This design comes from an exercise in tuning for small area, a short achievable clock period and few clock cycles on the open sky130 flow, not from production work.
Only simulation tests tie the RTL to the original design; equivalence was not proved.
No activity file was given, so power comes from the tool's default toggle rates.

--- flow/design.v ---
module lz77_compressor (
    input  wire        clk,
    input  wire        rst,        
    input  wire        wr_en,
    input  wire [6:0]  wr_addr,
    input  wire [7:0]  wr_data,
    input  wire [7:0]  in_len,     
    input  wire [15:0] lz_w,       
    input  wire [7:0]  lz_min,     
    input  wire [7:0]  lz_max,     
    input  wire        start,
    output wire        idle,
    output wire        out_valid,
    input  wire        out_ready,
    output wire [7:0]  out_data,
    output reg         done,
    output reg         err,
    output reg  [2:0]  pad
);
    localparam C = 48;             
    localparam S_IDLE  = 3'd0,
               S_SRCH  = 3'd1,
               S_BUB0  = 3'd2,
               S_BUB1  = 3'd3,
               S_BUB2  = 3'd4,
               S_FIN   = 3'd5,
               S_DRAIN = 3'd6;
    reg [2:0]  state;
    reg        idle_r;
    assign idle = idle_r;
    reg [7:0]  mem [0:127];
    reg        we_r;
    reg [6:0]  wa_r;
    reg [7:0]  wd_r;
    always @(posedge clk) begin
        we_r <= wr_en;
        wa_r <= wr_addr;
        wd_r <= wr_data;
        if (we_r)
            mem[wa_r] <= wd_r;
    end
    reg [7:0]  len_r;
    reg [15:0] w_r;
    reg [7:0]  min_r;
    reg [7:0]  max_r;
    reg [7:0]   p;         
    reg [7:0]   r;         
    reg [7:0]   k;         
    reg         k0, k1;    
    reg         kge;       
    reg         atl;       
    reg [6:0]   ra;        
    reg [127:0] alive;
    reg [127:0] eq;        
    reg [7:0]   xr;        
    reg [7:0]   cur;       
    reg [7:0]   litb;      
    reg [7:0]   xi;        
    reg [7:0]   lo;        
    wire [7:0] mrd  = mem[ra];
    wire [7:0] mrd0 = (we_r && wa_r == 7'd0) ? wd_r : mem[0];
    wire [7:0] mrd1 = (we_r && wa_r == 7'd1) ? wd_r : mem[1];
    wire        hold_cmp;
    wire [7:0]  csel = hold_cmp ? xr : cur;
    wire [127:0] eq_new;
    genvar gj;
    generate
        for (gj = 0; gj < 128; gj = gj + 1) begin : g_cmp
            assign eq_new[gj] = (mem[gj] == csel);
        end
    endgenerate
    wire [127:0] initv;
    generate
        for (gj = 0; gj < 128; gj = gj + 1) begin : g_init
            assign initv[gj] = (gj < xi) && (gj >= lo);
        end
    endgenerate
    function [7:0] lofn;
        input [7:0]  x;
        input [15:0] w;
        begin
            lofn = (w >= {8'd0, x}) ? 8'd0 : x - w[7:0];
        end
    endfunction
    wire [7:0]  r1   = r + 8'd1;
    wire [7:0]  r2   = r + 8'd2;
    wire [7:0]  lo0  = lofn(r,  w_r);
    wire [7:0]  lo1  = lofn(r1, w_r);
    wire [7:0]  lo2  = lofn(r2, w_r);
    wire [6:0] hi_idx;
    lz_hi128 u_hi (.v(alive), .idx(hi_idx));
    wire         in_srch = (state == S_SRCH);
    wire         bad     = (min_r > max_r);
    wire [127:0] mv      = alive & eq;
    wire         any_a   = |alive;
    wire         any_m   = |mv;
    wire         tend    = atl || !any_m;
    wire         ismatch = any_a && kge;
    wire         fin     = ismatch ? (r == len_r) : (p + 8'd1 == len_r);
    wire         merge   = ismatch || k1;
    wire         restart = !merge && !k0;
    wire [7:0]   kp1     = k + 8'd1;
    wire         atl_c   = (r1 == len_r) || (kp1 == max_r);
    wire         atl_m   = (r1 == len_r) || (max_r == 8'd1);
    wire         kge_c   = (kp1 >= min_r);
    wire         kge_m   = (min_r <= 8'd1);
    reg        tok_v;
    reg        tok_m;
    reg [7:0]  tok_len;
    reg [6:0]  tok_off;
    reg [7:0]  tok_lit;
    reg [C-1:0] acc;       
    reg [5:0]   cnt;
    reg [3:0]   hdr_i;     
    reg         active;    
    reg [7:0]   obuf, sbuf;
    reg         ov, sv;
    assign out_valid = ov;
    assign out_data  = obuf;
    wire        opop = ov && out_ready;
    reg [7:0] hdr_byte;
    always @(*) begin
        case (hdr_i[2:0])
            3'd3:    hdr_byte = len_r;
            3'd4:    hdr_byte = w_r[15:8];
            3'd5:    hdr_byte = w_r[7:0];
            3'd6:    hdr_byte = min_r;
            3'd7:    hdr_byte = max_r;
            default: hdr_byte = 8'd0;
        endcase
    end
    wire        hdr_pend = !hdr_i[3];
    wire        src_ok   = active && !bad && (hdr_pend || cnt >= 6'd8);
    wire        feed     = src_ok && !sv;
    wire [7:0]  src_byte = hdr_pend ? hdr_byte : acc[C-1:C-8];
    wire        acc_pop  = feed && !hdr_pend;
    wire [5:0]  tok_n    = tok_m ? 6'd25 : 6'd9;
    wire        tok_full = tok_v && (tok_m ? (cnt > C - 25) : (cnt > C - 9));
    wire        tok_take = tok_v && !tok_full && active;
    wire [24:0] tok_bits = tok_m ? {1'b1, 9'd0, tok_off, tok_len}
                                 : {1'b0, tok_lit, 16'd0};
    wire [C-1:0] tok_al  = {tok_bits, {(C-25){1'b0}}};
    wire [C-1:0] acc_ins = acc | (tok_take ? (tok_al >> cnt) : {C{1'b0}});
    wire [5:0]   cnt_ins = cnt + (tok_take ? tok_n : 6'd0);
    wire [C-1:0] acc_nx  = acc_pop ? {acc_ins[C-9:0], 8'd0} : acc_ins;
    wire [5:0]   cnt_nx  = acc_pop ? cnt_ins - 6'd8 : cnt_ins;
    wire        stall = tok_full;
    assign      hold_cmp = in_srch && tok_full;
    wire        go    = in_srch && !bad;
    wire        adv   = go && !stall;             
    wire        tok_w = adv && tend;              
    always @(posedge clk) begin
        if (rst) begin
            state  <= S_IDLE;
            idle_r <= 1'b1;
            done   <= 1'b0;
            err    <= 1'b0;
            pad    <= 3'd0;
            tok_v  <= 1'b0;
            cnt    <= 6'd0;
            hdr_i  <= 4'd8;
            active <= 1'b0;
            ov     <= 1'b0;
            sv     <= 1'b0;
        end else begin
            done <= 1'b0;
            if (!ov) begin
                if (feed) ov <= 1'b1;
            end else if (!sv) begin
                if (opop && !feed) ov <= 1'b0;
                else if (!opop && feed) sv <= 1'b1;
            end else if (opop) begin
                sv <= 1'b0;
            end
            if (feed && hdr_pend)
                hdr_i <= hdr_i + 4'd1;
            if (active)
                cnt <= cnt_nx;
            if (tok_w)
                tok_v <= 1'b1;
            else if (tok_take)
                tok_v <= 1'b0;
            if ((in_srch || state == S_FIN) && bad) begin
                done   <= 1'b1;
                err    <= 1'b1;
                pad    <= 3'd0;
                active <= 1'b0;
                idle_r <= 1'b1;
                state  <= S_IDLE;
            end else case (state)
                S_IDLE: begin
                    cnt <= 6'd0;
                    if (start) begin
                        hdr_i  <= 4'd0;
                        active <= 1'b1;
                        idle_r <= 1'b0;
                        state  <= (in_len == 8'd0) ? S_FIN : S_SRCH;
                    end
                end
                S_SRCH: begin
                    if (tok_w) begin
                        if (fin)
                            state <= S_FIN;
                        else if (restart)
                            state <= S_BUB0;
                    end
                end
                S_BUB0: state <= S_BUB1;
                S_BUB1: state <= S_BUB2;
                S_BUB2: state <= S_SRCH;
                S_FIN: begin
                    if (!tok_v || tok_take) begin
                        pad   <= 3'd0 - cnt_ins[2:0];
                        cnt   <= (cnt_nx + 6'd7) & 6'b111000;
                        state <= S_DRAIN;
                    end
                end
                default: begin  
                    if (cnt == 6'd0 && !hdr_pend && !sv && (!ov || out_ready)) begin
                        done   <= 1'b1;
                        err    <= 1'b0;
                        active <= 1'b0;
                        idle_r <= 1'b1;
                        state  <= S_IDLE;
                    end
                end
            endcase
        end
    end
    always @(posedge clk) begin
        if (!ov || (!sv && opop)) begin
            if (feed) obuf <= src_byte;
        end else if (!sv) begin
            if (feed) sbuf <= src_byte;
        end else if (opop) begin
            obuf <= sbuf;
        end
        acc <= acc_nx;
        eq  <= eq_new;
        if (tok_w) begin
            tok_m   <= ismatch;
            tok_len <= k;
            tok_off <= r[6:0] - hi_idx;
            tok_lit <= litb;
        end
        case (state)
            S_IDLE: begin
                len_r <= in_len;
                w_r   <= lz_w;
                min_r <= lz_min;
                max_r <= lz_max;
                cur   <= mrd1;
                litb  <= mrd0;
                ra    <= 7'd2;
                p     <= 8'd0;
                r     <= 8'd0;
                k     <= 8'd0;
                k0    <= 1'b1;
                k1    <= 1'b0;
                kge   <= 1'b0;
                atl   <= 1'b0;
                xi    <= 8'd1;
                lo    <= 8'd0;
                alive <= 128'd0;
                acc   <= {C{1'b0}};
            end
            S_SRCH: if (adv) begin
                xr  <= cur;
                cur <= mrd;
                ra  <= ra + 7'd1;
                if (!tend) begin
                    r     <= r1;
                    alive <= {mv[126:0], 1'b0};
                    k     <= kp1;
                    k0    <= 1'b0;
                    k1    <= k0;
                    kge   <= kge_c;
                    atl   <= atl_c;
                    xi    <= r1;
                    lo    <= lo1;
                end else if (merge) begin
                    r     <= r1;
                    p     <= r;
                    alive <= {initv[126:0] & eq[126:0], 1'b0};
                    litb  <= xr;
                    k     <= 8'd1;
                    k0    <= 1'b0;
                    k1    <= 1'b1;
                    kge   <= kge_m;
                    atl   <= atl_m;
                    xi    <= r1;
                    lo    <= lo1;
                end else if (k0) begin
                    r     <= r1;
                    p     <= r1;
                    alive <= initv;
                    litb  <= cur;
                    k     <= 8'd0;
                    k0    <= 1'b1;
                    k1    <= 1'b0;
                    kge   <= 1'b0;
                    atl   <= 1'b0;
                    xi    <= r2;
                    lo    <= lo2;
                end else begin
                    p  <= p + 8'd1;
                    r  <= p + 8'd1;
                end
            end
            S_BUB0: ra <= r[6:0];
            S_BUB1: begin
                cur <= mrd;
                ra  <= ra + 7'd1;
                xi  <= r;
                lo  <= lo0;
            end
            S_BUB2: begin
                xr    <= cur;
                cur   <= mrd;
                ra    <= ra + 7'd1;
                alive <= initv;
                litb  <= cur;
                k     <= 8'd0;
                k0    <= 1'b1;
                k1    <= 1'b0;
                kge   <= 1'b0;
                atl   <= 1'b0;
                xi    <= r1;
                lo    <= lo1;
            end
            default: ;
        endcase
    end
endmodule
module lz_hi128 (
    input  wire [127:0] v,
    output wire [6:0]   idx
);
    wire [127:0] a0 = v;
    wire [63:0]  a1;  wire [63:0]  i1;
    wire [31:0]  a2;  wire [63:0]  i2;
    wire [15:0]  a3;  wire [47:0]  i3;
    wire [7:0]   a4;  wire [31:0]  i4;
    wire [3:0]   a5;  wire [19:0]  i5;
    wire [1:0]   a6;  wire [11:0]  i6;
    genvar g;
    generate
        for (g = 0; g < 64; g = g + 1) begin : l1
            assign a1[g] = a0[2*g+1] | a0[2*g];
            assign i1[g] = a0[2*g+1];
        end
        for (g = 0; g < 32; g = g + 1) begin : l2
            assign a2[g] = a1[2*g+1] | a1[2*g];
            assign i2[2*g+1:2*g] = a1[2*g+1] ? {1'b1, i1[2*g+1]} : {1'b0, i1[2*g]};
        end
        for (g = 0; g < 16; g = g + 1) begin : l3
            assign a3[g] = a2[2*g+1] | a2[2*g];
            assign i3[3*g+2:3*g] = a2[2*g+1] ? {1'b1, i2[4*g+3:4*g+2]} : {1'b0, i2[4*g+1:4*g]};
        end
        for (g = 0; g < 8; g = g + 1) begin : l4
            assign a4[g] = a3[2*g+1] | a3[2*g];
            assign i4[4*g+3:4*g] = a3[2*g+1] ? {1'b1, i3[6*g+5:6*g+3]} : {1'b0, i3[6*g+2:6*g]};
        end
        for (g = 0; g < 4; g = g + 1) begin : l5
            assign a5[g] = a4[2*g+1] | a4[2*g];
            assign i5[5*g+4:5*g] = a4[2*g+1] ? {1'b1, i4[8*g+7:8*g+4]} : {1'b0, i4[8*g+3:8*g]};
        end
        for (g = 0; g < 2; g = g + 1) begin : l6
            assign a6[g] = a5[2*g+1] | a5[2*g];
            assign i6[6*g+5:6*g] = a5[2*g+1] ? {1'b1, i5[10*g+9:10*g+5]} : {1'b0, i5[10*g+4:10*g]};
        end
    endgenerate
    assign idx = a6[1] ? {1'b1, i6[11:6]} : {1'b0, i6[5:0]};
endmodule
--- flow/run.sh ---
#!/bin/bash
# synth_recipe.tcl (not shown) runs the flow's synth.tcl, then flattens the netlist and writes it again
# the make line also repeats each setting of config.mk as NAME=value (left out here)
make -C /OpenROAD-flow-scripts/flow DESIGN_CONFIG=/design/flow/config.mk WORK_HOME=/design/flow/orfs CLKGATE_MAP_FILE= SYNTH_SCRIPT=/design/flow/synth_recipe.tcl finish
--- flow/config.mk ---
export PLATFORM = sky130hd
export DESIGN_NAME = lz77_compressor
export DESIGN_NICKNAME = lz77_compressor
export VERILOG_FILES = /design/flow/design.v
export SDC_FILE = /design/flow/constraint.sdc
export NUM_CORES = 4
export LEC_CHECK = 0
export CAP_MARGIN = 20
export CORE_MARGIN = 2
export CORE_UTILIZATION = 40
export SETUP_SLACK_MARGIN = 5
export SLEW_MARGIN = 20
--- flow/constraint.sdc ---
create_clock -name core_clock -period 10.0 [get_ports {clk}]
set_input_delay 2.0000 -clock core_clock [delete_from_list [all_inputs] [get_ports {clk}]]
set_output_delay 2.0000 -clock core_clock [all_outputs]
set_load 0.01 [all_outputs]
==> notes.md, run 1 <==
Avg Cell Area, Syn -> 12.8 um2
Post-Syn Instances -> 6275
Hold-fix buffers, CTS -> 0
clk root buf -> clkbuf_16
nets@finish -> 6377
FF/Latch Area -> 43700 um2
core area -> 200000 um2
Layout area overhead -> 11.4%
area of the multi-input gates -> 34500 um2
Post-synth EDFFs -> 1307
Pwr Density -> 302 nW/um2
Seq/Total Area, Yosys -> 54.3%
largest net degree at the start of global routing -> 141
gr usage total -> 26.8%
slowest stage delay, CP -> 590 ps
final WL -> 280 mm
final hold slack -> 411 ps
grt ovf -> 0
CTS sink count -> 1529
crit share post-route -> 49.0%
Die W -> 452 um
WP data arrival -> 5420 ps
TNS Setup -> 0 ps
status -> timing/DRC/antenna clean
placed wire-length estimate -> 195 mm
Initial DRT Pass Iterations -> 6
Die ar. -> 205000 um2
critical path's slowest cell -> a221oi_1
Rows -> 164
Crit. End Element -> flop
#FFs+latches synth -> 1529
initial core utilization -> 40.2%
Rel. slew slack -> 5.30%
Ys Warns -> 1
Max Fanout on Critical Path -> 81
WS Path Type -> reg -> reg
CTS tree -> built
CTS H-tree lvls -> 4
Tmin final -> 4900 ps
Worst Hold Class -> reg -> reg
max-slew violations -> 0
most common flop cell mapped by yosys -> edfxtp_1
Final Hold Vio Count -> 0
ys async rst share -> 0%
initial DRC count -> 7416
final setup skew -> 30.6 ps
# DRC -> 0
RSZ-0062 raised after global routing -> no
fillers -> 18000
synthesized area -> 80400 um2
Max-cap violations -> 0
Post-Syn Nets -> 6422
CP startpoint kind -> flop
vias in the first global route -> 53800
# port buffers -> 74
Die Height -> 452 um
first-pass GRT wire length -> 398 mm
I/O pin count -> 75
Worst Tran Pin Value -> 1420 ps
CTS Buf Count -> 170
post-route ant nets -> 0
Wirelength per Cell -> 31.0 um
peak supply drop -> 0.000262 V
Cell variety after synth -> 89
crit-path cells -> a22o_1 -> a221oi_1 -> nand4_1 -> nor4_1 -> a31o_4 -> nand2_8 -> nor2_4 -> a21boi_4 -> buf_4 -> buf_8
clock latency at the later pin of the worst-skew pair -> 850 ps
LEAKAGE -> 30.8 nW
total number of vias -> 55700
Vias per Instance -> 6.16
layout cells sized above 1 -> 13.8%
initial antenna violation count -> 19
routability cong. -> 1.07
Max clock buf depth -> 3
clock slew at the register clock pins of the worst setup and hold paths -> 60 ps
Worst Path Required -> 10520 ps
Final setup viols -> 0
fmax -> 204 MHz
-- placed cells by master (no fill, tap or decap), types with 94 or more instances in the layout --
master     count
a21oi_1      248
inv_1        154
clkbuf_16    176
nand2_1      291
o21ai_0      151
dfxtp_1      208
xor2_1      1059
edfxtp_1    1307
nor2_1       493
nand4_1      280
mux2i_1       94
mux4_2       347
-- final cells by class --
| class | count | share of cell area (%) |
|---|---|---|
| antenna | 9 | 0.0251 |
| clock buffer | 231 | 5.38 |
| clock inverter | 90 | 0.919 |
| inverter | 163 | 0.693 |
| multi-input combinational | 4188 | 38.5 |
| sequential | 1529 | 48.8 |
| tap | 2656 | 3.71 |
| timing repair buffer | 178 | 1.92 |
-- synthesized netlist by cell type (16+ instances only) --
| cell | n | area [um2] |
|---|---|---|
| o21ai_1 | 38 | 190 |
| ha_1 | 83 | 1040 |
| a22oi_1 | 39 | 293 |
| or2_2 | 20 | 125 |
| clkbuf_1 | 204 | 766 |
| inv_1 | 156 | 586 |
| a31oi_1 | 82 | 513 |
| nand3_1 | 79 | 395 |
| mux4_2 | 347 | 7820 |
| buf_2 | 149 | 746 |
| and3_1 | 69 | 432 |
| mux2_2 | 81 | 912 |
| dfxtp_1 | 222 | 4440 |
| a221o_1 | 16 | 160 |
| a32o_1 | 26 | 260 |
| xnor2_1 | 51 | 447 |
| nand4_1 | 280 | 1750 |
| nand2b_1 | 34 | 213 |
| o211ai_1 | 33 | 248 |
| and2_1 | 16 | 100 |
| o21bai_1 | 16 | 120 |
| buf_1 | 17 | 63.8 |
| o21ai_0 | 151 | 756 |
| nor2b_1 | 41 | 257 |
| nor2_1 | 496 | 1860 |
| edfxtp_1 | 1307 | 39200 |
| a21o_1 | 34 | 255 |
| o221ai_1 | 23 | 201 |
| a21oi_1 | 248 | 1240 |
| a221oi_1 | 45 | 394 |
| mux2i_1 | 102 | 1020 |
| nor4_1 | 37 | 231 |
| a22o_1 | 25 | 219 |
| nand2_1 | 294 | 1100 |
| nor3_1 | 42 | 210 |
| xor2_1 | 1059 | 9280 |
| o22ai_1 | 72 | 450 |
| a211oi_1 | 74 | 556 |
-- where the power goes --
group	internal (mW)	switching, mW	total (mW)
clock network	3.65	2.71	6.36
registers	7.87	1.06	8.93
logic	3.96	7.83	11.8
-- worst max-delay path, delay by kind of cell, from the launching register on --
kind	cells	cell delay [ps]
flops	1	490
compound gates	4	1600
simple gates	4	1460
buf+inv	2	850
-- logic make-up (layout without fill, tap and decap cells) --
family | after synthesis | count (layout) | share of synthesized area (%)
compound gates | 1007 | 1007 | 8.23
simple gates | 1454 | 1454 | 8.81
other cells | 0 | 9 | 0
buf+inv | 558 | 662 | 3.02
flops | 1529 | 1529 | 54.3
xor+xnor | 1110 | 1110 | 12.1
mux | 530 | 530 | 12.1
fa+ha+maj | 87 | 87 | 1.39
-- worst paths after layout --
path,start,end,slack (ps),cells past startpoint
worst min-delay path,litb[5]$_DFFE_PP_,tok_lit[5]$_DFFE_PP_,410,0
worst min register to register,litb[5]$_DFFE_PP_,tok_lit[5]$_DFFE_PP_,410,0
worst max register to register,alive[39]$_DFFE_PP_,alive[56]$_DFFE_PP_,5100,10
worst max-delay path,alive[39]$_DFFE_PP_,alive[56]$_DFFE_PP_,5100,10
-- timing repair --
item | in CTS | in global routing
cloned | 0 | 0
setup endpoints to repair | 167 | 77
resized for setup | 7 | 9
buffers inserted | 3 | 2
pin swaps | 1 | 2
-- flip-flops by register name, summed over array words and instances (netlist names), 7 cells and up, named ones only --
name and flops:
p 8, wa_r 7, mem 1024, obuf 8
tok_lit 8, tok_len 8, tok_off 7, litb 8
wd_r 8, acc 48, sbuf 8, k 8
max_r 8, xi 8, ra 7, r 8
eq 128, len_r 8, xr 8, lo 8
w_r 16, alive 128, min_r 8, cur 8
-- stage by stage --
step	cell area [um2]	power, mW	setup slack, ps	std cells	util [%]
2_1_floorplan	80400	16.4	5130	6275	-
3_3_place_gp	83700	20.4	4180	8705	41.9
3_5_place_dp	83800	20.4	4150	8706	41.9
4_1_cts	89500	26.8	5040	9030	44.8
5_1_grt	89600	28.1	5010	9038	44.8
6_report	89600	27.1	5100	9044	44.8
-- metal layers --
layer / GRT usage [%] / wire (um) / vias up / share of wire [%]
met1: 37.6 / 116000 / 28400 / 42
met4: 10.4 / 11900 / 16 / 4.3
met5: 0 / 103 / - / 0.037
met3: 5.34 / 26800 / 508 / 9.5
met2: 40.8 / 125000 / 3124 / 45
li1: - / - / 23700 / -
Testbench counts, summed over its fixed seeds: cycles 22,719.
==> run 2, diff against run 1 <==
==> flow/flow/run.sh (new file) <==
#!/bin/bash
# The standard layout, with timing repair aimed at a 3.5 ns period
# (setup margin 6.5 ns against the 10 ns clock). make's output goes to
# flow_make.log here; each tool's own log is under orfs/logs/.
set -euo pipefail
bash standard.sh SETUP_SLACK_MARGIN=6.5 finish > flow_make.log 2>&1
==> flow/standard.sh (new file) <==
#!/bin/bash
# synth_recipe.tcl (not shown) runs the flow's synth.tcl, then flattens the netlist and writes it again
# the make line also repeats each setting of config.mk as NAME=value (left out here)
make -C /OpenROAD-flow-scripts/flow DESIGN_CONFIG=/design/flow/config.mk WORK_HOME=/design/flow/orfs CLKGATE_MAP_FILE= SYNTH_SCRIPT=/design/flow/synth_recipe.tcl "${@:-finish}"
--- a/flow/config.mk
+++ b/flow/config.mk
@@ -8,5 +8,4 @@
 export CAP_MARGIN = 20
 export CORE_MARGIN = 2
 export CORE_UTILIZATION = 40
-export SETUP_SLACK_MARGIN = 5
 export SLEW_MARGIN = 20
removed: flow/run.sh
==> run 2 against run 1 <==
Net effect: global-route usage grew 2.4 points; routed wire length up 12%; critical path depth increased by 3; register-to-register slack gained 810 ps; design area rose by 6.3%; clock skew up 62 ps; synthesized area did not move; worst setup slack better by 810 ps; total power up 15%; largest power group unchanged.
==> notes.md, run 2 <==
status -> timing/DRC/antenna clean
Final Hold Vio Count -> 0 (unchanged)
CP startpoint kind -> flop
Crit. End Element -> flop
fillers -> 17500 (-2.7%)
initial core utilization -> 40.2% (unchanged)
worst reg2reg startpoint -> alive[41]$_DFFE_PP_
# DRC -> 0 (unchanged)
Hold Path Sink -> tok_lit[2]$_DFFE_PP_
WHS Path Cells -> 0 (unchanged)
CTS tree -> built
CTS sink count -> 1529 (unchanged)
clock latency at the later pin of the worst-skew pair -> 870 ps (+20 ps)
synth cell count leaders -> edfxtp_1 (1307), xor2_1 (1059), nor2_1 (496)
Hold-fix buffers, CTS -> 0 (unchanged)
WS Path Type -> reg -> reg
worst hold start -> litb[2]$_DFFE_PP_
placed wire-length estimate -> 193 mm (-0.82%)
Ys Warns -> 1 (unchanged)
most frequent cells in the layout -> edfxtp_1 (1307), xor2_1 (1058), nor2_1 (477)
clk root buf -> clkbuf_16
Post-Syn Instances -> 6275 (unchanged)
nets@finish -> 6648 (+4.2%)
clock slew at the register clock pins of the worst setup and hold paths -> 70 ps (about the same)
max-slew violations -> 0 (unchanged)
routability cong. -> 1.03 (-4.1%)
Final setup viols -> 0 (unchanged)
post-synthesis mux area share -> 12.1% (unchanged)
Synth area leader -> edfxtp_1
Layout area overhead -> 18.5%
crit share post-route -> 40.9% (-8.1 points)
most common flop cell mapped by yosys -> edfxtp_1
grt ovf -> 0 (unchanged)
layout cells sized above 1 -> 21.1% (+7.3 points)
FF/Latch Area -> 43800 um2 (about the same)
simple-gate share of the synthesized area -> 8.81% (unchanged)
ys async rst share -> 0% (unchanged)
#FFs+latches synth -> 1529 (unchanged)
Avg Cell Area, Syn -> 12.8 um2 (unchanged)
largest net degree at the start of global routing -> 77 (-45%)
max reg flops -> 1024 (unchanged)
R2R setup slack -> 5910 ps (+810 ps)
Synth top area share -> 48.8% (unchanged)
Max Fanout on Critical Path -> 3 (-96%)
Initial DRT Pass Iterations -> 8 (+2)
RSZ-0062 raised after global routing -> yes
Worst Tran Pin Value -> 1240 ps (-179 ps)
gr usage total -> 29.1% (+2.4 points)
post-route ant nets -> 0 (unchanged)
dominant cells by area after synthesis -> edfxtp_1 (49%), xor2_1 (12%), mux4_2 (9.7%), dfxtp_1 (5.5%), nor2_1 (2.3%)
non-filler cells, final -> 9307 (+2.9%)
xor/xnor share of the synthesized area -> 12.1% (unchanged)
Post-Syn Nets -> 6422 (unchanged)
final WL -> 313 mm (+12%)
Vias per Instance -> 6.29 (+2.1%)
Die ar. -> 205000 um2 (unchanged)
initial DRC count -> 8437 (+14%)
peak supply drop -> 0.000261 V (-0.20%)
fmax -> 245 MHz (+20%)
Post-synth EDFFs -> 1307 (unchanged)
I/O pin count -> 75 (unchanged)
vias in the first global route -> 56000 (+4.1%)
synthesized area -> 80400 um2 (unchanged)
Max-cap violations -> 0 (unchanged)
Rows -> 164 (unchanged)
Seq/Total Area, Yosys -> 54.3% (unchanged)
Pwr Density -> 326 nW/um2 (+7.9%)
Rel. slew slack -> 17.1% (+12 points)
Synth Area in Adders -> 1.39% (unchanged)
largest family of logic cells by synthesized area -> multiplexers
worst reg2reg path depth -> 13 (+3)
Wirelength per Cell -> 33.7 um (+8.6%)
WP data arrival -> 4680 ps (-740 ps)
Die Height -> 452 um (unchanged)
initial antenna violation count -> 12 (-7)
CTS Buf Count -> 169 (-0.59%)
total number of vias -> 58600 (+5.0%)
Cell variety after synth -> 89 (unchanged)
Worst Path Required -> 10590 ps (+70 ps)
Tmin final -> 4090 ps (-809 ps)
Max clock buf depth -> 3 (unchanged)
top flop regs -> mem: 1024 flops, alive: 128 flops, eq: 128 flops
CTS H-tree lvls -> 4 (unchanged)
final setup skew -> 93.0 ps (+62.5 ps)
Top reg by flops -> mem
TNS Setup -> 0 ps (unchanged)
Worst Hold Class -> reg -> reg
most common cell in the synthesized netlist -> edfxtp_1
worst r2r dst -> tok_off[6]$_DFFE_PP_
commonest non-fill, non-tap cell in the layout -> edfxtp_1
# port buffers -> 74 (unchanged)
LEAKAGE -> 33.4 nW (+8.2%)
Synth Area in Compound Gates -> 8.23% (unchanged)
DP Cell Count -> 8710 (+0.046%)
core area -> 200000 um2 (unchanged)
Die W -> 452 um (unchanged)
area of the multi-input gates -> 36400 um2 (+5.5%)
first-pass GRT wire length -> 427 mm (+7.2%)
==> run 2: cell counts after synthesis <==
No cell type changed its count.
==> run 2: how the worst max path moves through the flow <==
stage                              from              endpoint
finish              alive[41]$_DFFE_PP_  tok_off[6]$_DFFE_PP_
global placement    alive[97]$_DFFE_PP_  alive[103]$_DFFE_PP_
CTS                 alive[35]$_DFFE_PP_  tok_off[5]$_DFFE_PP_
floorplan            max_r[2]$_DFFE_PP_    alive[0]$_DFFE_PP_
global route        alive[40]$_DFFE_PP_  tok_off[5]$_DFFE_PP_
detailed placement  alive[97]$_DFFE_PP_  alive[103]$_DFFE_PP_
==> run 2: final cells by class <==
class                           count  share of cell area [%]
Inverter                          163                   0.662
Timing Repair Buffer              440                    5.71
Tap cell                         2656                    3.49
Sequential cell                  1529                    45.9
Clock buffer                      220                    4.79
Antenna cell                        3                 0.00788
Timing Repair inverter              1                 0.00525
Multi-Input combinational cell   4197                    38.2
Clock inverter                     98                    1.16
==> run 2: cells by family after synthesis <==
| kind of cell | Yosys count |
|---|---|
| fa+ha+maj | 87 |
| compound gates | 1007 |
| buf+inv | 558 |
| mux | 530 |
| flops | 1529 |
| simple gates | 1454 |
| xor+xnor | 1110 |
==> run 2: report_power, final <==
group          internal [mW]  switching (mW)  total [mW]
combinational           5.90            9.97        15.9
clock                   3.60            2.79        6.38
sequential              7.86           0.946        8.81
==> run 2: routing by layer <==
metal	track usage, %	part of all wire [%]	wire, um
met4	14.1	6.1	19200
met5	0	0.014	43
met3	6.70	11	34900
met1	39.5	39	122000
met2	44.1	44	137000
==> run 2: worst max-delay path, cell delays in order (launching register included) <==
cell and delay [ps]:
edfxtp_1 400, or4_4 560, nand2b_4 190, buf_4 170, nor2_1 170, o211ai_1 260, a211oi_2 420, o211ai_1 160
a31oi_2 540, ha_1 390, a21oi_2 180, o21bai_1 110, a21oi_2 200, xnor2_2 120
==> run 2: repair_timing <==
| action | CTS | global route |
|---|---|---|
| cloned | 36 | 30 |
| setup buffers | 106 | 104 |
| endpoints found under the setup margin | 548 | 299 |
| resized for setup | 293 | 280 |
| pin swaps | 34 | 89 |
==> run 2: metrics by stage <==
stage          area [um2]  util (%)  total power [mW]  worst slack (ps)  hold WS [ps]
3_3_place_gp        83800      41.9              20.4              4060           403
3_5_place_dp        83900      42.0              20.5              4020           406
4_1_cts             92700      46.4              28.9              6070           420
2_1_floorplan       80500         -              16.4              5450           400
6_report            95300      47.7              31.1              5910           417
5_1_grt             95300      47.7              31.8              5940           424
==> run 3, diff against run 2 <==
--- a/flow/design.v
+++ b/flow/design.v
@@ -90,7 +90,7 @@
     wire [6:0] hi_idx;
     lz_hi128 u_hi (.v(alive), .idx(hi_idx));
     wire         in_srch = (state == S_SRCH);
-    wire         bad     = (min_r > max_r);
+    reg          bad;      
     wire [127:0] mv      = alive & eq;
     wire         any_a   = |alive;
     wire         any_m   = |mv;
@@ -104,6 +104,12 @@
     wire         atl_m   = (r1 == len_r) || (max_r == 8'd1);
     wire         kge_c   = (kp1 >= min_r);
     wire         kge_m   = (min_r <= 8'd1);
+    reg        t1_v;
+    reg        t1_m;
+    reg [7:0]  t1_len;
+    reg [7:0]  t1_lit;
+    reg [6:0]  t1_r;
+    reg [6:0]  t1_j;
     reg        tok_v;
     reg        tok_m;
     reg [7:0]  tok_len;
@@ -143,9 +149,16 @@
     wire [C-1:0] acc_ins = acc | (tok_take ? (tok_al >> cnt) : {C{1'b0}});
     wire [5:0]   cnt_ins = cnt + (tok_take ? tok_n : 6'd0);
     wire [C-1:0] acc_nx  = acc_pop ? {acc_ins[C-9:0], 8'd0} : acc_ins;
-    wire [5:0]   cnt_nx  = acc_pop ? cnt_ins - 6'd8 : cnt_ins;
-    wire        stall = tok_full;
-    assign      hold_cmp = in_srch && tok_full;
+    wire [5:0]   cnt_t   = tok_m ? cnt + 6'd25 : cnt + 6'd9;
+    wire [5:0]   cnt_tp  = tok_m ? cnt + 6'd17 : cnt + 6'd1;
+    wire [5:0]   cnt_p   = cnt - 6'd8;
+    wire [5:0]   cnt_nx  = tok_take ? (acc_pop ? cnt_tp : cnt_t)
+                                    : (acc_pop ? cnt_p  : cnt);
+    wire         t1_mv   = t1_v && (!tok_v || tok_take);    
+    wire        drain_end = (state == S_DRAIN) && cnt == 6'd0 && !hdr_pend && !sv
+                            && (!ov || out_ready);
+    wire        stall = t1_v && !t1_mv;
+    assign      hold_cmp = in_srch && stall;
     wire        go    = in_srch && !bad;
     wire        adv   = go && !stall;             
     wire        tok_w = adv && tend;              
@@ -157,6 +170,7 @@
             err    <= 1'b0;
             pad    <= 3'd0;
             tok_v  <= 1'b0;
+            t1_v   <= 1'b0;
             cnt    <= 6'd0;
             hdr_i  <= 4'd8;
             active <= 1'b0;
@@ -177,6 +191,10 @@
             if (active)
                 cnt <= cnt_nx;
             if (tok_w)
+                t1_v <= 1'b1;
+            else if (t1_mv)
+                t1_v <= 1'b0;
+            if (t1_mv)
                 tok_v <= 1'b1;
             else if (tok_take)
                 tok_v <= 1'b0;
@@ -209,14 +227,14 @@
                 S_BUB1: state <= S_BUB2;
                 S_BUB2: state <= S_SRCH;
                 S_FIN: begin
-                    if (!tok_v || tok_take) begin
+                    if (!t1_v && (!tok_v || tok_take)) begin
                         pad   <= 3'd0 - cnt_ins[2:0];
                         cnt   <= (cnt_nx + 6'd7) & 6'b111000;
                         state <= S_DRAIN;
                     end
                 end
                 default: begin  
-                    if (cnt == 6'd0 && !hdr_pend && !sv && (!ov || out_ready)) begin
+                    if (drain_end) begin
                         done   <= 1'b1;
                         err    <= 1'b0;
                         active <= 1'b0;
@@ -238,10 +256,17 @@
         acc <= acc_nx;
         eq  <= eq_new;
         if (tok_w) begin
-            tok_m   <= ismatch;
-            tok_len <= k;
-            tok_off <= r[6:0] - hi_idx;
-            tok_lit <= litb;
+            t1_m   <= ismatch;
+            t1_len <= k;
+            t1_lit <= litb;
+            t1_r   <= r[6:0];
+            t1_j   <= hi_idx;
+        end
+        if (t1_mv) begin
+            tok_m   <= t1_m;
+            tok_len <= t1_len;
+            tok_off <= t1_r - t1_j;
+            tok_lit <= t1_lit;
         end
         case (state)
             S_IDLE: begin
@@ -249,6 +274,7 @@
                 w_r   <= lz_w;
                 min_r <= lz_min;
                 max_r <= lz_max;
+                bad   <= (lz_min > lz_max);
                 cur   <= mrd1;
                 litb  <= mrd0;
                 ra    <= 7'd2;
==> run 3 against run 2 <==
Net effect: the layout now fails its checks (max-capacitance violations); sequential share of layout area up 0.23 points; synthesized cell count down 0.67%; core utilization up 0.44 points; first-iteration DRC count up 2.8%; worst setup slack worse by 110 ps; critical endpoint is now alive[123]$_DFFE_PP_.
==> notes.md, run 3 <==
clk root buf -> clkbuf_16
Design Area, Final -> 96900 um2 (+1.7%)
fillers -> 17500 (-0.47%)
fin util -> 48.1% (+0.44 points)
dominant cells by area after synthesis -> edfxtp_1 (50%), xor2_1 (11%), mux4_2 (9.7%), dfxtp_1 (5.5%), nor2_1 (2.4%)
Rows -> 165 (+0.61%)
layout cells sized above 1 -> 21.4% (+0.21 points)
CTS Buf Count -> 172 (+1.8%)
Tmin final -> 4200 ps (+111 ps)
Top reg by flops -> mem
Post-synth EDFFs -> 1339 (+2.4%)
most frequent cells in the layout -> edfxtp_1 (1339), xor2_1 (1056), nor2_1 (460)
vias in the first global route -> 56400 (+0.69%)
initial core utilization -> 40.1% (-0.11 points)
total power -> 32.8 mW (+5.6%)
Rel. slew slack -> 1.74% (-15 points)
slowest stage delay, CP -> 750 ps (+190 ps)
Layout area overhead -> 19.9%
WP data arrival -> 4930 ps (+250 ps)
gr usage total -> 28.9% (-0.19 points)
Clk pwr share -> 20.8% (+0.2 points)
LEAKAGE -> 33.4 nW (about the same)
PnR worst setup slack -> 5800 ps (-111 ps)
Max clock buf depth -> 3 (unchanged)
Die W -> 454 um (+0.26%)
first-pass GRT wire length -> 427 mm (-0.11%)
Failing Checks -> max-capacitance violations
critical path's slowest cell -> nor4_1
Vias per Instance -> 6.38 (+1.4%)
Pwr Density -> 339 nW/um2 (+3.8%)
Post-Syn Instances -> 6233 (-0.67%)
max-slew violations -> 0 (unchanged)
Initial DRT Pass Iterations -> 11 (+3)
#FFs+latches synth -> 1562 (+2.2%)
crit share post-route -> 42.0% (+1.1 points)
Final setup viols -> 0 (unchanged)
switching part of the total -> 43.0% (-1.1 points)
placed wire-length estimate -> 192 mm (-0.72%)
synth cell count leaders -> edfxtp_1 (1339), xor2_1 (1056), nor2_1 (526)
# port buffers -> 74 (unchanged)
Max-cap violations -> 1 (+1)
commonest non-fill, non-tap cell in the layout -> edfxtp_1
clock latency at the later pin of the worst-skew pair -> 870 ps (about the same)
CTS tree -> built
max reg flops -> 1024 (unchanged)
peak supply drop -> 0.000258 V (-1.3%)
Area after DPL -> 84500 um2 (+0.78%)
Synth top area share -> 49.7% (+0.93 points)
Hold-fix buffers, CTS -> 0 (unchanged)
Crit. End Element -> flop
CTS H-tree lvls -> 4 (unchanged)
Sw Pwr -> 14.1 mW (+2.9%)
initial antenna violation count -> 10 (-2)
synthesized area -> 80800 um2 (+0.53%)
Avg Cell Area, Syn -> 13.0 um2 (+1.2%)
Max Fanout on Critical Path -> 6 (+3)
Die Height -> 454 um (+0.26%)
status -> finished with violations
Placement Setup Slack -> 4010 ps (-11.1 ps)
nets@finish -> 6560 (-1.3%)
WS Path Type -> reg -> reg
top flop regs -> mem: 1024 flops, alive: 128 flops, eq: 128 flops
I/O pin count -> 75 (unchanged)
TNS Setup -> 0 ps (unchanged)
routability cong. -> 1.01 (-2.3%)
post-route ant nets -> 0 (unchanged)
most common cell in the synthesized netlist -> edfxtp_1
RSZ-0062 raised after global routing -> yes
ys async rst share -> 0% (unchanged)
crit-path cells -> nor4_1 -> nand4_1 -> o41ai_4 -> buf_6 -> and2b_4 -> buf_6 -> buf_6 -> nand3_4 -> buf_12 -> nand2_8 -> buf_8 -> clkbuf_16 -> a32o_1
non-filler cells, final -> 9242 (-0.70%)
Synth area leader -> edfxtp_1
most used cell, CP -> buf_6
Die ar. -> 206000 um2 (+0.53%)
most common flop cell mapped by yosys -> edfxtp_1
Worst Hold Class -> reg -> reg
CP startpoint kind -> flop
Cell variety after synth -> 79 (-11%)
Seq/Total Area, Yosys -> 55.3% (+0.93 points)
clock slew at the register clock pins of the worst setup and hold paths -> 70 ps (about the same)
final hold slack -> 405 ps (-12.0 ps)
Worst Path Required -> 10730 ps (+140 ps)
Post-Syn Nets -> 6380 (-0.65%)
initial DRC count -> 8676 (+2.8%)
Wirelength per Cell -> 33.4 um (-0.74%)
internal power -> 18.7 mW (+7.8%)
final setup skew -> 46.4 ps (-46.7 ps)
CTS sink count -> 1562 (+2.2%)
Ys Warns -> 1 (unchanged)
Worst Tran Pin Value -> 1460 ps (+224 ps)
Comb pwr share -> 51.4% (+0.3 points)
grt ovf -> 0 (unchanged)
# DRC -> 0 (unchanged)
core area -> 201000 um2 (+0.82%)
total number of vias -> 58900 (+0.65%)
DP Cell Count -> 8686 (-0.28%)
Flop pwr share -> 27.8% (-0.6 points)
final WL -> 309 mm (-1.4%)
fmax -> 238 MHz (-2.6%)
largest net degree at the start of global routing -> 94 (+22%)
Final Hold Vio Count -> 0 (unchanged)
[run 3: changes by cell type in the layout (fill, tap and decap cells not counted), moves of 25 or more]
cell	change
a31oi_4	+35
mux2_2	+30
nor2_4	+25
buf_4	-115
and3_1	-25
buf_16	+39
edfxtp_1	+32
a31oi_1	-32
nand2_1	-39
[run 3: timing repair]
item,4_1_cts,5_1_grt
gates cloned,75,12
gates resized for setup,387,264
setup buffers,105,26
setup endpoints to repair,509,447
pin swaps,121,89
[run 3: layer usage]
metal	global-route usage [%]	part of all wire, %
met3	7.93	12
met2	42.9	43
met1	39.4	39
met4	13.3	5.7
met5	0	0.014
[run 3: cells by family (layout without fill, tap and decap cells)]
| kind of cell | Yosys count | after routing | synth area share, % |
|---|---|---|---|
| and+or+nand+nor | 1393 | 1399 | 8.36 |
| AOI/OAI and AO/OA | 987 | 988 | 8.14 |
| other | 0 | 5 | 0 |
| muxes | 542 | 542 | 12.2 |
| DFF | 1562 | 1562 | 55.3 |
| adders and majority gates | 87 | 87 | 1.38 |
| xor gates and xnor gates | 1108 | 1108 | 12.0 |
| buffers and inverters | 554 | 879 | 2.63 |
[run 3: critical path: cells and delay by family (launching register included)]
kind | cells | cell delay (ps)
buffers and inverters | 6 | 920
and+or+nand+nor | 5 | 1760
DFF | 1 | 530
AOI/OAI and AO/OA | 2 | 820
[run 3: cell type report]
cell class / count / area, um2 / area share, %
sequential: 1562 / 44700 / 46.2
multi-input combinational: 4124 / 36300 / 37.4
timing repair buffer: 386 / 5850 / 6.04
clock buffer: 218 / 4820 / 4.97
tap: 2672 / 3340 / 3.45
clock inverter: 108 / 1260 / 1.30
inverter: 167 / 627 / 0.647
antenna: 5 / 12.5 / 0.0129
[run 3: worst paths after layout]
kind         slack, ps                    to                 from  cells past startpoint
max               5800  alive[123]$_DFFE_PP_  alive[63]$_DFFE_PP_                     13
min                410       tok_m$_DFFE_PP_       t1_m$_DFFE_PP_                      0
max reg2reg       5800  alive[123]$_DFFE_PP_  alive[63]$_DFFE_PP_                     13
min reg2reg        410       tok_m$_DFFE_PP_       t1_m$_DFFE_PP_                      0
[run 3: power by group through the flow]
stage / logic [mW] / registers [mW] / clock network (mW)
after CTS: 15.2 / 9.04 / 6.87
final: 16.9 / 9.11 / 6.83
after floorplan: 7.98 / 8.65 / 0
after global placement: 11.4 / 9.24 / 0
after detailed placement: 11.4 / 9.25 / 0
after global routing: 17.2 / 9.14 / 7.12
Testbench counts of run 3, summed over its fixed seeds: cycles 22,771.
==> run 4, diff against run 3 <==
--- a/flow/design.v
+++ b/flow/design.v
@@ -17,7 +17,7 @@
     output reg         err,
     output reg  [2:0]  pad
 );
-    localparam C = 48;             
+    localparam C = 40;             
     localparam S_IDLE  = 3'd0,
                S_SRCH  = 3'd1,
                S_BUB0  = 3'd2,
@@ -29,15 +29,9 @@
     reg        idle_r;
     assign idle = idle_r;
     reg [7:0]  mem [0:127];
-    reg        we_r;
-    reg [6:0]  wa_r;
-    reg [7:0]  wd_r;
     always @(posedge clk) begin
-        we_r <= wr_en;
-        wa_r <= wr_addr;
-        wd_r <= wr_data;
-        if (we_r)
-            mem[wa_r] <= wd_r;
+        if (wr_en)
+            mem[wr_addr] <= wr_data;
     end
     reg [7:0]  len_r;
     reg [15:0] w_r;
@@ -58,8 +52,8 @@
     reg [7:0]   xi;        
     reg [7:0]   lo;        
     wire [7:0] mrd  = mem[ra];
-    wire [7:0] mrd0 = (we_r && wa_r == 7'd0) ? wd_r : mem[0];
-    wire [7:0] mrd1 = (we_r && wa_r == 7'd1) ? wd_r : mem[1];
+    wire [7:0] mrd0 = mem[0];
+    wire [7:0] mrd1 = mem[1];
     wire        hold_cmp;
     wire [7:0]  csel = hold_cmp ? xr : cur;
     wire [127:0] eq_new;
--- a/flow/config.mk
+++ b/flow/config.mk
@@ -7,5 +7,5 @@
 export LEC_CHECK = 0
 export CAP_MARGIN = 20
 export CORE_MARGIN = 2
-export CORE_UTILIZATION = 40
+export CORE_UTILIZATION = 55
 export SLEW_MARGIN = 20
==> run 4 against run 3 <==
Net effect: the run now finishes clean; critical endpoint is now mem[29][1]$_DFFE_PP_; count of clock-buffer cells in the layout fell by 6; global-route usage rose by 11 points; synthesized cell count rose by 1.6%; design area fell by 1.1%; clock skew rose by 5.1 ps; synthesized area fell by 1.3%; non-clock buffer count rose by 40; first-iteration DRC count rose by 0.30%; core utilization rose by 19 points; critical path depth fell by 9; via count rose by 0.59%.
==> notes.md, run 4 <==
# port buffers -> 74 (unchanged)
Top reg by flops -> mem
I/O pin count -> 75 (unchanged)
met3 WL -> 42.8 mm (+16%)
critical path's slowest cell -> clkdlybuf4s50_1
final hold slack -> 415 ps (+9.84 ps)
Avg Cell Area, Syn -> 12.6 um2 (-2.8%)
# DRC -> 0 (unchanged)
simple-gate share of the synthesized area -> 9.26% (+0.90 points)
crit share post-route -> 37.5% (-4.5 points)
Max Fanout on Critical Path -> 8 (+2)
synthesized area -> 79800 um2 (-1.3%)
#FFs+latches synth -> 1538 (-1.5%)
clock latency at the later pin of the worst-skew pair -> 820 ps (-50 ps)
total number of vias -> 59300 (+0.59%)
CP startpoint kind -> input port
crit-path cells -> clkdlybuf4s50_1 -> nor2_2 -> nand3_2 -> nor2_4
Worst Tran Pin Value -> 1350 ps (-120 ps)
most common flop cell mapped by yosys -> edfxtp_1
Die Height -> 385 um (-15%)
max reg flops -> 1024 (unchanged)
top layer in use -> met5
LEAKAGE -> 32.3 nW (-3.1%)
post-route ant nets -> 0 (unchanged)
ys async rst share -> 0% (unchanged)
most common cell in the synthesized netlist -> edfxtp_1
Layout area overhead -> 20.1%
Synth area leader -> edfxtp_1
routability cong. -> 1.05 (+4.8%)
initial DRC count -> 8702 (+0.30%)
Placement Setup Slack -> 4260 ps (+252 ps)
commonest non-fill, non-tap cell in the layout -> edfxtp_1
CTS tree -> built
largest net degree at the start of global routing -> 134 (+43%)
WL met2 -> 127 mm (-4.6%)
core area -> 144000 um2 (-29%)
Top delay family on crit path -> simple AND/OR/NAND/NOR gates
RSZ-0062 raised after global routing -> yes
Synth top area share -> 50.4% (+0.65 points)
WS Path Type -> in -> reg
DP Cell Count -> 8000 (-7.9%)
clock slew at the register clock pins of the worst setup and hold paths -> 60 ps (about the same)
Post-Syn Nets -> 6479 (+1.6%)
Worst Path Required -> 10480 ps (-250 ps)
Area after DPL -> 82800 um2 (-2.1%)
non-filler cells, final -> 8586 (-7.1%)
WP data arrival -> 4220 ps (-710 ps)
first-pass GRT wire length -> 417 mm (-2.3%)
grt ovf -> 0 (unchanged)
most frequent cells in the layout -> edfxtp_1 (1339), xor2_1 (1057), nor2_1 (376)
max-slew violations -> 0 (unchanged)
Rel. slew slack -> 10.3% (+8.6 points)
Design Area, Final -> 95800 um2 (-1.1%)
Wirelength per Cell -> 35.4 um (+6.0%)
placed wire-length estimate -> 194 mm (+1.2%)
PnR worst setup slack -> 6250 ps (+454 ps)
Initial DRT Pass Iterations -> 7 (-4)
Post-synth EDFFs -> 1339 (unchanged)
Die ar. -> 148000 um2 (-28%)
final WL -> 304 mm (-1.5%)
peak supply drop -> 0.000300 V (+16%)
layout cells sized above 1 -> 23.0% (+1.6 points)
status -> timing/DRC/antenna clean
synth cell count leaders -> edfxtp_1 (1339), xor2_1 (1057), nor2_1 (576)
vias in the first global route -> 55200 (-2.1%)
Post-Syn Instances -> 6332 (+1.6%)
Crit. End Element -> flop
nets@finish -> 6686 (+1.9%)
Final Hold Vio Count -> 0 (unchanged)
M1 wire length -> 118 mm (-2.3%)
CTS sink count -> 1538 (-1.5%)
CTS Buf Count -> 164 (-4.7%)
Rows -> 139 (-16%)
clk root buf -> clkbuf_16
gr usage total -> 39.7% (+11 points)
Seq/Total Area, Yosys -> 55.4% (+0.12 points)
Pwr Density -> 331 nW/um2 (-2.3%)
Max-cap violations -> 0 (-1)
Cell variety after synth -> 81 (+2.5%)
Final setup viols -> 0 (unchanged)
Crit path buffers/inverters -> 1 (-5)
fmax -> 267 MHz (+12%)
largest family of logic cells by synthesized area -> XOR/XNOR gates
Synth Area in Compound Gates -> 8.56% (+0.42 points)
Max clock buf depth -> 3 (unchanged)
initial core utilization -> 55.5% (+15 points)
Die W -> 385 um (-15%)
TNS Setup -> 0 ps (unchanged)
post-synthesis mux area share -> 10.6% (-1.6 points)
Tmin final -> 3750 ps (-454 ps)
final setup skew -> 51.5 ps (+5.14 ps)
Worst Hold Class -> reg -> reg
slowest stage delay, CP -> 660 ps (-90 ps)
top flop regs -> mem: 1024 flops, alive: 128 flops, eq: 128 flops
dominant cells by area after synthesis -> edfxtp_1 (50%), xor2_1 (12%), mux4_2 (9.5%), dfxtp_1 (5.0%), nor2_1 (2.7%)
Vias per Instance -> 6.90 (+8.3%)
xor/xnor share of the synthesized area -> 12.2% (+0.16 points)
Synth Area in Adders -> 1.40% (+0.018 points)
initial antenna violation count -> 11 (+1)
Ys Warns -> 1 (unchanged)
CTS H-tree lvls -> 4 (unchanged)
R2R setup slack -> 6280 ps (+480 ps)
-- run 4: cell types whose count changed in the layout (fill, tap and decap cells not counted), sizes merged, moves of 24 or more --
cell | before | now
nand2 | 243 | 403
o21ai | 168 | 267
mux2 | 92 | 31
nor2 | 528 | 582
mux2i | 103 | 54
buf | 290 | 332
inv | 183 | 150
a21oi | 225 | 195
a32o | 34 | 10
dfxtp | 223 | 199
nor3 | 49 | 73
-- run 4: layout make-up --
class / instances / area (um2)
fill: 10300 / 48000
sequential: 1538 / 44200
multi-input combinational: 4262 / 37400
timing repair buffer: 426 / 5720
clock buffer: 212 / 4470
tap: 1903 / 2380
clock inverter: 96 / 1040
inverter: 147 / 564
antenna: 2 / 5.00
-- run 4: cell families (layout without fill, tap and decap cells) --
group	after synthesis	count (layout)
other	0	2
DFF	1538	1538
AOI/OAI and AO/OA	1052	1052
and+or+nand+nor	1578	1594
adders and majority gates	87	87
muxes	421	421
xor gates and xnor gates	1108	1108
buffers and inverters	548	881
-- run 4: final timing paths --
path,startpoint,depth (start not counted),to
worst max-delay path,wr_addr[5],4,mem[29][1]$_DFFE_PP_
worst min-delay path,t1_lit[4]$_DFFE_PP_,0,tok_lit[4]$_DFFE_PP_
worst max register to register,alive[57]$_DFFE_PP_,16,alive[43]$_DFFE_PP_
worst min register to register,t1_lit[4]$_DFFE_PP_,0,tok_lit[4]$_DFFE_PP_
-- run 4: layer usage --
layer | track usage (%) | up-vias
li1 | - | 24400
met1 | 56.7 | 29900
met2 | 56.4 | 4168
met3 | 12.9 | 813
met4 | 15.5 | 16
met5 | 0 | -
-- run 4: timing repair --
item / CTS / global route
setup endpoints to repair: 1527 / 1094
hold buffers: 0 / 0
endpoints found under the hold margin: 0 / 0
gates resized for setup: 496 / 342
pin swaps: 100 / 116
setup buffers: 112 / 83
cloned: 52 / 29
-- run 4: power by group --
group | leakage (nW) | switching, mW | total (mW) | internal, mW
clock network | 2.66 | 2.71 | 6.24 | 3.53
logic | 15.6 | 10.4 | 16.6 | 6.22
registers | 14.0 | 0.931 | 8.85 | 7.92
total | 32.3 | 14.0 | 31.7 | 17.7
-- run 4: metrics by stage --
stage,power (mW),util (%)
global placement,20.3,57.5
CTS,29.3,64.4
finish,31.7,66.6
global route,32.4,66.6
floorplan,16.2,-
detailed placement,20.3,57.5
-- run 4: worst register-to-register path: cells and delay by family (launching register included) --
family	cells	cell delay, ps
AO/OA/AOI/OAI	3	550
buffers and inverters	7	900
flip-flops	1	510
AND/OR/NAND/NOR	6	1480
Testbench counts of run 4, summed over its fixed seeds: cycles 22,859.
==> run 5, diff against run 4 <==
--- a/flow/design.v
+++ b/flow/design.v
@@ -29,9 +29,15 @@
     reg        idle_r;
     assign idle = idle_r;
     reg [7:0]  mem [0:127];
+    reg        we_r;
+    reg [6:0]  wa_r;
+    reg [7:0]  wd_r;
     always @(posedge clk) begin
-        if (wr_en)
-            mem[wr_addr] <= wr_data;
+        we_r <= wr_en;
+        wa_r <= wr_addr;
+        wd_r <= wr_data;
+        if (we_r)
+            mem[wa_r] <= wd_r;
     end
     reg [7:0]  len_r;
     reg [15:0] w_r;
@@ -52,8 +58,8 @@
     reg [7:0]   xi;        
     reg [7:0]   lo;        
     wire [7:0] mrd  = mem[ra];
-    wire [7:0] mrd0 = mem[0];
-    wire [7:0] mrd1 = mem[1];
+    wire [7:0] mrd0 = (we_r && wa_r == 7'd0) ? wd_r : mem[0];
+    wire [7:0] mrd1 = (we_r && wa_r == 7'd1) ? wd_r : mem[1];
     wire        hold_cmp;
     wire [7:0]  csel = hold_cmp ? xr : cur;
     wire [127:0] eq_new;
@@ -86,7 +92,8 @@
     wire         in_srch = (state == S_SRCH);
     reg          bad;      
     wire [127:0] mv      = alive & eq;
-    wire         any_a   = |alive;
+    reg          any_a;
+    wire         any_ie  = |(initv & eq);
     wire         any_m   = |mv;
     wire         tend    = atl || !any_m;
     wire         ismatch = any_a && kge;
@@ -279,6 +286,7 @@
                 k1    <= 1'b0;
                 kge   <= 1'b0;
                 atl   <= 1'b0;
+                any_a <= 1'b0;
                 xi    <= 8'd1;
                 lo    <= 8'd0;
                 alive <= 128'd0;
@@ -296,6 +304,7 @@
                     k1    <= k0;
                     kge   <= kge_c;
                     atl   <= atl_c;
+                    any_a <= 1'b1;
                     xi    <= r1;
                     lo    <= lo1;
                 end else if (merge) begin
@@ -308,6 +317,7 @@
                     k1    <= 1'b1;
                     kge   <= kge_m;
                     atl   <= atl_m;
+                    any_a <= any_ie;
                     xi    <= r1;
                     lo    <= lo1;
                 end else if (k0) begin
@@ -320,6 +330,7 @@
                     k1    <= 1'b0;
                     kge   <= 1'b0;
                     atl   <= 1'b0;
+                    any_a <= 1'b1;
                     xi    <= r2;
                     lo    <= lo2;
                 end else begin
@@ -335,6 +346,7 @@
                 lo  <= lo0;
             end
             S_BUB2: begin
+                any_a <= 1'b1;
                 xr    <= cur;
                 cur   <= mrd;
                 ra    <= ra + 7'd1;
--- a/flow/config.mk
+++ b/flow/config.mk
@@ -5,7 +5,9 @@
 export SDC_FILE = /design/flow/constraint.sdc
 export NUM_CORES = 4
 export LEC_CHECK = 0
-export CAP_MARGIN = 20
+export CAP_MARGIN = 30
 export CORE_MARGIN = 2
 export CORE_UTILIZATION = 55
+export CTS_CLUSTER_DIAMETER = 80
+export CTS_CLUSTER_SIZE = 20
 export SLEW_MARGIN = 20
==> run 5 against run 4 <==
Net effect: die area grew 2.7%; critical endpoint is now any_a$_DFFE_PP_; routed wire length is 5.2% higher; via count is 2.8% higher; critical path depth grew 10; core utilization is 2.7 points lower; still clean; sequential share of layout area rose by 1.0 points; global-route usage rose by 0.96 points; maximum frequency rose by 0.95%; non-clock buffer count increased by 21; design area is 1.4% lower; worst hold slack improved by 12 ps; synthesized area up 2.7%.
==> notes.md, run 5 <==
peak supply drop -> 0.000188 V (-37%)
CTS Buf Count -> 101 (-38%)
clock slew at the register clock pins of the worst setup and hold paths -> 90 ps (+30 ps)
top flop regs -> mem: 1024 flops, alive: 128 flops, eq: 128 flops
Synth top area share -> 49.1% (-1.3 points)
CTS sink count -> 1555 (+1.1%)
Avg Cell Area, Syn -> 12.8 um2 (+1.4%)
DP Cell Count -> 8131 (+1.6%)
synth cell count leaders -> edfxtp_1 (1340), xor2_1 (1057), nor2_1 (585)
worst reg2reg startpoint -> alive[72]$_DFFE_PP_
worst r2r dst -> any_a$_DFFE_PP_
initial core utilization -> 55.5% (about the same)
Die W -> 390 um (+1.3%)
TNS Setup -> 0 ps (unchanged)
Hold-fix buffers, CTS -> 0 (unchanged)
Worst Path Required -> 10530 ps (+50 ps)
most frequent cells in the layout -> edfxtp_1 (1340), xor2_1 (1057), nor2_1 (522)
grt ovf -> 0 (unchanged)
status -> timing/DRC/antenna clean
CTS tree -> built
Max Fanout on Critical Path -> 8 (unchanged)
fin util -> 63.9% (-2.7 points)
most common flop cell mapped by yosys -> edfxtp_1
CP endpoint -> any_a$_DFFE_PP_
RSZ-0062 raised after global routing -> yes
#FFs+latches synth -> 1555 (+1.1%)
Top reg by flops -> mem
non-filler cells, final -> 8578 (-0.093%)
Seq/Total Area, Yosys -> 54.3% (-1.0 points)
first-pass GRT wire length -> 437 mm (+4.9%)
Crit. End Element -> flop
dominant cells by area after synthesis -> edfxtp_1 (49%), xor2_1 (11%), mux4_2 (9.5%), dfxtp_1 (5.3%), nor2_1 (2.7%)
Synth area leader -> edfxtp_1
CTS H-tree lvls -> 3 (-1)
clock latency at the later pin of the worst-skew pair -> 780 ps (-40 ps)
Worst Hold Class -> reg -> reg
fmax -> 270 MHz (+0.95%)
CP startpoint kind -> flop
Post-Syn Nets -> 6564 (+1.3%)
Die ar. -> 152000 um2 (+2.7%)
Initial DRT Pass Iterations -> 9 (+2)
commonest non-fill, non-tap cell in the layout -> edfxtp_1
ys async rst share -> 0% (unchanged)
Ys Warns -> 1 (unchanged)
Die Height -> 390 um (+1.3%)
gr usage total -> 40.7% (+0.96 points)
Max clock buf depth -> 3 (unchanged)
Layout area overhead -> 15.2%
slowest stage delay, CP -> 540 ps (-120 ps)
Post-synth EDFFs -> 1340 (+0.075%)
Worst Setup SP -> alive[72]$_DFFE_PP_
WP data arrival -> 4240 ps (+20 ps)
max reg flops -> 1024 (unchanged)
worst reg2reg path depth -> 14 (-2)
nets@finish -> 6698 (+0.18%)
synthesized area -> 82000 um2 (+2.7%)
most common cell in the synthesized netlist -> edfxtp_1
vias in the first global route -> 56700 (+2.7%)
crit-path cells -> a22o_1 -> a221oi_2 -> nand4_1 -> or4_4 -> o41ai_4 -> buf_6 -> buf_12 -> buf_6 -> nand3_4 -> nor2_4 -> nor2b_4 -> clkbuf_16 -> buf_12 -> buf_16
placed wire-length estimate -> 209 mm (+7.7%)
Max-cap violations -> 0 (unchanged)
crit share post-route -> 37.1% (-0.35 points)
post-route ant nets -> 0 (unchanged)
Post-Syn Instances -> 6417 (+1.3%)
max-slew violations -> 0 (unchanged)
I/O pin count -> 75 (unchanged)
critical path's slowest cell -> or4_4
Worst Tran Pin Value -> 1200 ps (-148 ps)
Rel. slew slack -> 19.4% (+9.0 points)
initial DRC count -> 9707 (+12%)
final hold slack -> 427 ps (+11.8 ps)
routability cong. -> 1.11 (+5.2%)
initial antenna violation count -> 23 (+12)
clk root buf -> clkbuf_16
core area -> 148000 um2 (+2.8%)
final WL -> 320 mm (+5.2%)
final setup skew -> 41.2 ps (-10.3 ps)
Final Hold Vio Count -> 0 (unchanged)
Wirelength per Cell -> 37.3 um (+5.3%)
Cell variety after synth -> 86 (+6.2%)
Final setup viols -> 0 (unchanged)
total number of vias -> 60900 (+2.8%)
WS Path Type -> reg -> reg
Rows -> 141 (+1.4%)
# port buffers -> 74 (unchanged)
Levels on crit path -> 14 (+10)
Top delay family on crit path -> simple AND/OR/NAND/NOR gates
Crit path buffers/inverters -> 6 (+5)
layout cells sized above 1 -> 19.9% (-3.1 points)
Pwr Density -> 302 nW/um2 (-8.7%)
# DRC -> 0 (unchanged)
LEAKAGE -> 32.4 nW (+0.28%)
Tmin final -> 3710 ps (-35.3 ps)
Vias per Instance -> 7.10 (+2.9%)
largest net degree at the start of global routing -> 76 (-43%)
R2R setup slack -> 6290 ps (about the same)
run 5: changes by cell type in the layout (fill, tap and decap cells not counted), moves of 51 or more:
cell and change:
nor2_1 +146, nor2_4 -137, nand2_1 -127, o21ai_0 -96, clkbuf_16 -72, inv_1 +55, mux2i_1 +51
run 5: how the worst min path moves through the flow:
stage / depth (start not counted) / end / from
2_1_floorplan: 0 / t1_lit[0]$_DFFE_PP_ / litb[0]$_DFFE_PP_
3_3_place_gp: 0 / tok_len[7]$_DFFE_PP_ / t1_len[7]$_DFFE_PP_
3_5_place_dp: 0 / tok_lit[5]$_DFFE_PP_ / t1_lit[5]$_DFFE_PP_
4_1_cts: 0 / tok_lit[5]$_DFFE_PP_ / t1_lit[5]$_DFFE_PP_
5_1_grt: 0 / t1_lit[6]$_DFFE_PP_ / litb[6]$_DFFE_PP_
6_report: 0 / t1_lit[4]$_DFFE_PP_ / litb[4]$_DFFE_PP_
run 5: what timing repair did:
action / CTS / global route
gates cloned: 65 / 12
buffers inserted: 122 / 38
pin swaps: 84 / 45
gates resized for setup: 486 / 168
setup endpoints to repair: 525 / 475
run 5: stage by stage:
stage / area (um2) / setup WS (ps) / total power, mW
floorplan: 82100 / 6260 / 15.5
global placement: 84600 / 4720 / 19.3
detailed placement: 84700 / 4970 / 19.4
CTS: 93000 / 6290 / 27.1
global route: 94400 / 6300 / 29.0
finish: 94500 / 6290 / 28.5
run 5: per-layer routing:
metal	track usage, %	wire length, um
met4	17.1	18100
met2	57.5	132000
met5	0	172
met1	57.8	124000
met3	13.1	45200
run 5: cell type report:
| type | count | area (um2) |
|---|---|---|
| fill | 11200 | 53400 |
| sequential | 1555 | 44600 |
| multi-input combinational | 4241 | 37100 |
| timing repair buffer | 447 | 6140 |
| clock buffer | 152 | 2860 |
| tap | 1930 | 2410 |
| inverter | 205 | 773 |
| clock inverter | 39 | 503 |
| antenna | 9 | 22.5 |
run 5: logic make-up after synthesis:
family                   Yosys count  share of synthesized area [%]
AO/OA/AOI/OAI                   1043                           8.91
XOR/XNOR                        1106                           11.8
adder cells (fa/ha/maj)           87                           1.36
buffers and inverters            624                           3.17
flip-flops                      1555                           54.3
multiplexers                     530                           11.8
AND/OR/NAND/NOR                 1472                           8.55
run 5: where the power goes:
part	total (mW)	switching [mW]	internal (mW)
Sequential	8.66	0.836	7.82
Clock	4.55	2.41	2.14
Combinational	15.3	9.30	6.01
Testbench counts of run 5, summed over its fixed seeds: cycles 22,859.

## port drivers added, routing unchanged
The results above use ideal ports. As a check the final layouts listed here were re-extracted and re-timed, cells and wires unchanged.
Step 1: set_driving_cell puts a clkbuf_16 on clk and a buf_2 on each other input, an assumption about the parent block.
Step 2 also shifts input and output timing later by t, the mid clock arrival at the registers, as if the neighbouring blocks saw the same clock.
a / b / c = ideal / step 1 / step 2; a / b = the first two.
run | t (ns) | setup slack, ns | worst setup path at the end | worst slew at a driven data input, ns
run 1 | 0.924 | 5.102 / 5.102 / 5.102 | register to register | 0.06
run 2 | 0.922 | 5.911 / 5.911 / 5.782 | input to register | 0.06
run 3 | 0.940 | 5.800 / 5.800 / 5.792 | input to register | 0.05
run 4 | 0.873 | 6.254 / 6.284 / 5.430 | input to register | 0.07
run 5 | 0.839 | 6.289 / 6.289 / 5.791 | input to register | 0.05
The setup slack of run 4, which loses most, moves by +0.030 ns with the drivers and by -0.824 ns with both steps.
